Background: an optimization exercise with open tools, aiming at small area, a short achievable clock period and few clock cycles per item. Do not read the settings as production practice.

==> v9: inputs <==
Design ssrb_raster, start of the top module:
module ssrb_raster (
    input  wire        clk,
    input  wire        rst,         
    input  wire        sp_valid,
    output wire        sp_ready,
    input  wire [31:0] sp_data,
    output reg         done,
    input  wire [3:0]  rd_col,
    input  wire [2:0]  rd_row,
    output wire [23:0] rd_pix
);
export LEC_CHECK = 0
export CAP_MARGIN = 20
export CORE_MARGIN = 2
export CORE_UTILIZATION = 45
export SLEW_MARGIN = 20
export SYNTH_MEMORY_MAX_BITS = 16384
create_clock -name core_clock -period 15.0 [get_ports {clk}]
run.sh (not shown) runs the stock make flow with config.mk's settings and CLKGATE_MAP_FILE= SYNTH_SCRIPT=/design/flow/synth_recipe.tcl, a recipe that flattens the netlist after the stock synthesis.
==> inputs of v7, as changes to v9 <==
==> flow/design.v (replaced) <==
module ssrb_intensity (
    input  wire [5:0]  a,
    input  wire [7:0]  E,
    input  wire [26:0] P,
    output wire        ge
);
    localparam F = 27;
    localparam [63:0] R0 = 64'h0000008000400000;
    localparam [63:0] R1 = 64'h0000010000200040;
    localparam [63:0] R2 = 64'h00012ddc67a94380;
    localparam [63:0] R3 = 64'h0007d17a9ab4f98f;
    localparam [63:0] R4 = 64'h00111223d42a2848;
    localparam [63:0] R5 = 64'h0017a7d206ff1bdf;
    localparam [63:0] R6 = 64'hffc7b38fd2b609af;
    localparam [63:0] R7 = 64'h0009eabf1f03129f;
    localparam [63:0] R8 = 64'h0039327e1e506a30;
    localparam [63:0] R9 = 64'hff9d7c8fb1c4836c;
    localparam [63:0] R10 = 64'h003061a21b2023ef;
    localparam [63:0] R11 = 64'h006d80e1ef3e1d23;
    localparam [63:0] R12 = 64'hff9259b89111aaeb;
    localparam [63:0] R13 = 64'h006096ca0a8d55e4;
    localparam [63:0] R14 = 64'h0037f4b27184663c;
    localparam [63:0] R15 = 64'hffee8a5585517733;
    localparam [63:0] R16 = 64'h0045578e503ad493;
    localparam [63:0] R17 = 64'h0076fc40fdf70527;
    localparam [63:0] R18 = 64'hff80bb15ef9042fb;
    localparam [63:0] R19 = 64'h0003e480c7160930;
    localparam [63:0] R20 = 64'h000c42e87de685df;
    localparam [63:0] R21 = 64'hff857e5a83530374;
    localparam [63:0] R22 = 64'h000e7e3300dbff18;
    localparam [63:0] R23 = 64'hffcd2b56aa8955b4;
    localparam [63:0] R24 = 64'hff81b39b33126627;
    localparam [63:0] R25 = 64'hffa63c1c3c1c7838;
    localparam [63:0] R26 = 64'hffcfc01fc01f803f;
    localparam [63:0] R27 = 64'hfff7ffe0001fffc0;
    localparam [63:0] R28 = 64'hffffffffffe00000;
    reg  [F+1:0] rom;
    always @(*) begin
        rom[0] = R0[a];
        rom[1] = R1[a];
        rom[2] = R2[a];
        rom[3] = R3[a];
        rom[4] = R4[a];
        rom[5] = R5[a];
        rom[6] = R6[a];
        rom[7] = R7[a];
        rom[8] = R8[a];
        rom[9] = R9[a];
        rom[10] = R10[a];
        rom[11] = R11[a];
        rom[12] = R12[a];
        rom[13] = R13[a];
        rom[14] = R14[a];
        rom[15] = R15[a];
        rom[16] = R16[a];
        rom[17] = R17[a];
        rom[18] = R18[a];
        rom[19] = R19[a];
        rom[20] = R20[a];
        rom[21] = R21[a];
        rom[22] = R22[a];
        rom[23] = R23[a];
        rom[24] = R24[a];
        rom[25] = R25[a];
        rom[26] = R26[a];
        rom[27] = R27[a];
        rom[28] = R28[a];
    end
    assign ge = ({E, P} >= {8'd123 + {6'd0, rom[F+1:F]}, rom[F-1:0]});
endmodule
module ssrb_raster (
    input  wire        clk,
    input  wire        rst,         
    input  wire        sp_valid,
    output wire        sp_ready,
    input  wire [31:0] sp_data,
    output reg         done,
    input  wire [3:0]  rd_col,
    input  wire [2:0]  rd_row,
    output wire [23:0] rd_pix
);
    localparam W   = 16;
    localparam H   = 8;
    localparam NB  = 2049;
    localparam [7:0] HUE = 8'h96;
    assign sp_ready = 1'b1;
    wire take = sp_valid;
    reg  [11:0] bin_cnt;            
    wire        last = (bin_cnt == NB - 1);
    reg         hit;                
    always @(*) begin
        case (bin_cnt)
            12'd0, 12'd53, 12'd114, 12'd183,
            12'd265, 12'd364, 12'd495, 12'd696: hit = 1'b1;
            default: hit = 1'b0;
        endcase
    end
    reg  [2:0]  row;                
    reg  [2:0]  nrow;               
    reg         pend;               
    reg  [3:0]  off;                
    reg  [W-1:0] vld;               
    wire        ld = take && hit;
    localparam [1:0] S_IDLE = 2'd0, S_DEC = 2'd1, S_SCL = 2'd2, S_SRC = 2'd3;
    reg  [1:0]  st;
    reg  [7:0]  E;                  
    reg  [26:0] P;                  
    reg         bad;                
    reg  [2:0]  d;                  
    reg  [5:0]  t;                  
    wire        ge;
    ssrb_intensity u_thr (.a(t), .E(E), .P(P), .ge(ge));
    wire [5:0]  low = t & (~t + 6'd1);
    wire        tk  = ge && (t <= 6'd50);
    wire [5:0]  tn  = (tk ? t : (t & ~low)) | (low >> 1);
    wire [27:0] X   = {1'b1, P};
    wire [28:0] S   = {1'b0, X} + {3'b0, X[27:2]};
    wire        nrm = S[28];
    wire [26:0] Pn  = nrm ? S[27:1] : S[26:0];
    always @(posedge clk) begin
        if (rst)
            st <= S_IDLE;
        else if (ld)
            st <= S_DEC;
        else begin
            case (st)
                S_DEC: begin
                    if (ge) begin
                        if (d == 3'd4) st <= S_IDLE;
                    end else begin
                        st <= (d == 3'd4) ? S_SRC : S_SCL;
                    end
                end
                S_SCL: if (t == 6'd3) st <= S_SRC;
                S_SRC: if (low[0]) st <= S_IDLE;
                default: ;
            endcase
        end
    end
    always @(posedge clk) begin
        if (ld) begin
            E   <= sp_data[30:23];
            P   <= {sp_data[22:0], 4'd0};
            bad <= sp_data[31] || (sp_data[30:23] == 8'hff && sp_data[22:0] != 23'd0);
            d   <= 3'd0;
            t   <= 6'd51;
        end else begin
            case (st)
                S_DEC: begin
                    if (ge) begin
                        d <= d + 3'd1;
                        t <= t + 6'd1;
                        E <= E - 8'd3;
                    end else begin
                        t <= (d == 3'd4) ? 6'd32 : {3'd0, d};
                    end
                end
                S_SCL: begin
                    P <= Pn;
                    E <= E + {7'd0, nrm};
                    t <= (t == 6'd3) ? 6'd32 : t + 6'd1;
                end
                S_SRC: t <= tn;
                default: ;
            endcase
        end
    end
    reg  [7:0]  base;
    always @(*) begin
        case (d)
            3'd0:    base = 8'd0;
            3'd1:    base = 8'd51;
            3'd2:    base = 8'd102;
            3'd3:    base = 8'd153;
            default: base = 8'd204;
        endcase
    end
    wire [7:0]  qv  = bad ? 8'd0 : (d == 3'd5) ? 8'd255 : base + {2'd0, t};
    wire        ins = pend && (st == S_IDLE) && (off == W - 1);
    always @(posedge clk) begin
        if (rst) begin
            bin_cnt <= 12'd0;
            done    <= 1'b0;
            nrow    <= 3'd0;
            pend    <= 1'b0;
            off     <= 4'd0;
            vld     <= {W{1'b0}};
        end else begin
            done <= 1'b0;
            off  <= off + 4'd1;
            if (take) begin
                if (last) begin
                    bin_cnt <= 12'd0;
                    off     <= off + 4'd2;
                    vld     <= {1'b1, vld[W-1:1]};
                    done    <= 1'b1;
                end else begin
                    bin_cnt <= bin_cnt + 12'd1;
                end
            end
            if (ld) begin
                nrow <= nrow + 3'd1;
                pend <= 1'b1;
            end else if (ins) begin
                pend <= 1'b0;
            end
        end
    end
    always @(posedge clk)
        if (ld)
            row <= nrow;
    reg  [8*W*H-1:0] ring;          
    integer r;
    always @(posedge clk) begin
        for (r = 0; r < H; r = r + 1)
            ring[8*W*r +: 8*W] <= {ring[8*W*r +: 8*(W-1)],
                                   (ins && row == r) ? qv : ring[8*W*r + 8*(W-1) +: 8]};
    end
    localparam NS = W * H;          
    localparam NG = (NS + 2) / 3;   
    wire [3:0]  pos = rd_col + off;
    wire [H-1:0] rh = {{(H-1){1'b0}}, 1'b1} << rd_row;
    wire [W-1:0] ph = {{(W-1){1'b0}}, 1'b1} << pos;
    wire [3*NG-1:0] sel;
    genvar gr, gp, gb, gg;
    generate
        for (gr = 0; gr < H; gr = gr + 1) begin : g_sr
            for (gp = 0; gp < W; gp = gp + 1) begin : g_sp
                assign sel[W*gr + gp] = rh[gr] & ph[gp];
            end
        end
        if (3*NG > NS) begin : g_spad
            assign sel[3*NG-1:NS] = {(3*NG-NS){1'b0}};
        end
    endgenerate
    wire [7:0]  rsel;
    generate
        for (gb = 0; gb < 8; gb = gb + 1) begin : g_bit
            wire [3*NG-1:0] dv;
            wire [NG-1:0]   y;
            for (gr = 0; gr < H; gr = gr + 1) begin : g_dr
                for (gp = 0; gp < W; gp = gp + 1) begin : g_dp
                    assign dv[W*gr + gp] = ring[8*W*gr + 8*gp + gb];
                end
            end
            if (3*NG > NS) begin : g_dpad
                assign dv[3*NG-1:NS] = {(3*NG-NS){1'b0}};
            end
            for (gg = 0; gg < NG; gg = gg + 1) begin : g_grp
                ssrb_aoi222 u_aoi (
                    .a1(sel[3*gg]),   .b1(dv[3*gg]),
                    .a2(sel[3*gg+1]), .b2(dv[3*gg+1]),
                    .a3(sel[3*gg+2]), .b3(dv[3*gg+2]),
                    .y(y[gg]));
            end
            assign rsel[gb] = ~&y;
        end
    endgenerate
    wire [7:0]  rq = vld[rd_col] ? rsel : 8'd0;
    reg  [7:0]  rd_q, rd_s;
    always @(posedge clk) begin
        rd_q <= rq;
        rd_s <= ~rq;
    end
    assign rd_pix = {HUE, rd_s, rd_q};
endmodule
module ssrb_aoi222 (
    input  wire a1, b1, a2, b2, a3, b3,
    output wire y
);
    assign y = ~((a1 & b1) | (a2 & b2) | (a3 & b3));
endmodule
--- a/flow/config.mk
+++ b/flow/config.mk
@@ -7,6 +7,8 @@
 export LEC_CHECK = 0
 export CAP_MARGIN = 20
 export CORE_MARGIN = 2
 export CORE_UTILIZATION = 45
 export SLEW_MARGIN = 20
+export SYNTH_HIERARCHICAL = 1
 export SYNTH_MEMORY_MAX_BITS = 16384
+export SYNTH_MINIMUM_KEEP_SIZE = 0
==> out/results.ini <==
[floorplanning]
start_util_pct=45.43
die_x_um=300.0
die_h_um=300.0
fp.coreArea_mm2=0.08675

[placement]
place_ws_ps=7810

[route]
met2WireLength_mm=41.53
dr.pass1.iters=6

[run_status]
status=no timing/DRC/antenna violations

[grt]
first_global_vias=23990

[synth]
yosys-top-cells-area=dfxtp_1, mux4_2, ha_1
ys_types=74
synth_fa_ha_area_share_pct=3.708
synth-compound-area-share_pct=7.063

[critical_path]
cpPeakStageDelay_ps=770

[layout]
fin_util_pct=51.70

[sta]
max_freq_mhz=139.6

# the run above: v9

==> out/results.ini <==
[run_status]
status=no timing/DRC/antenna violations

[synth]
synth_fa_ha_area_share_pct=3.824
synth-compound-area-share_pct=17.00
ys_types=77

[grt]
first_global_vias=25480

[critical_path]
cpPeakStageDelay_ps=940

[layout]
fin_util_pct=51.99

[floorplanning]
fp.coreArea_mm2=0.08016
die_x_um=287.8
start_util_pct=45.23
die_h_um=287.8

[route]
met2WireLength_mm=48.38
dr.pass1.iters=10

[sta]
max_freq_mhz=130.9
period_share_pct=50.92

[placement]
place_ws_ps=6588

# the run above: v7

No functional check of the RTL was part of any run of this note.

-- afterwards: timing with drivers on the ports --
The results above use ideal ports. As a check the final layouts listed here were re-extracted and re-timed, cells and wires unchanged. Step 1: set_driving_cell puts a clkbuf_16 on clk and a buf_2 on each other input, an assumption about the parent block. Step 2 moves the port delays by t, midway between the first and last clock arrival at a register: inputs arrive t later, outputs are due t later. That takes back most of the time a late clock gives input paths. a / b / c = ideal / step 1 / step 2; a / b = the first two.
run | shift t [ns] | setup slack, ns | hold slack, ns | worst setup path after step 2 | slew at the worst register clock pin (ns)
v9 | 0.745 | 7.839 / 7.839 / 7.839 | 0.311 / 0.311 / 0.311 | register to register | 0.07 / 0.07
v7 | 0.734 | 7.363 / 7.398 / 6.664 | 0.332 / 0.332 / 0.332 | input to register | 0.07 / 0.07
After both steps setup and hold are still met in every run listed. The setup slack of v7, which loses most, moves by +0.035 ns with the drivers and by -0.699 ns with both steps.
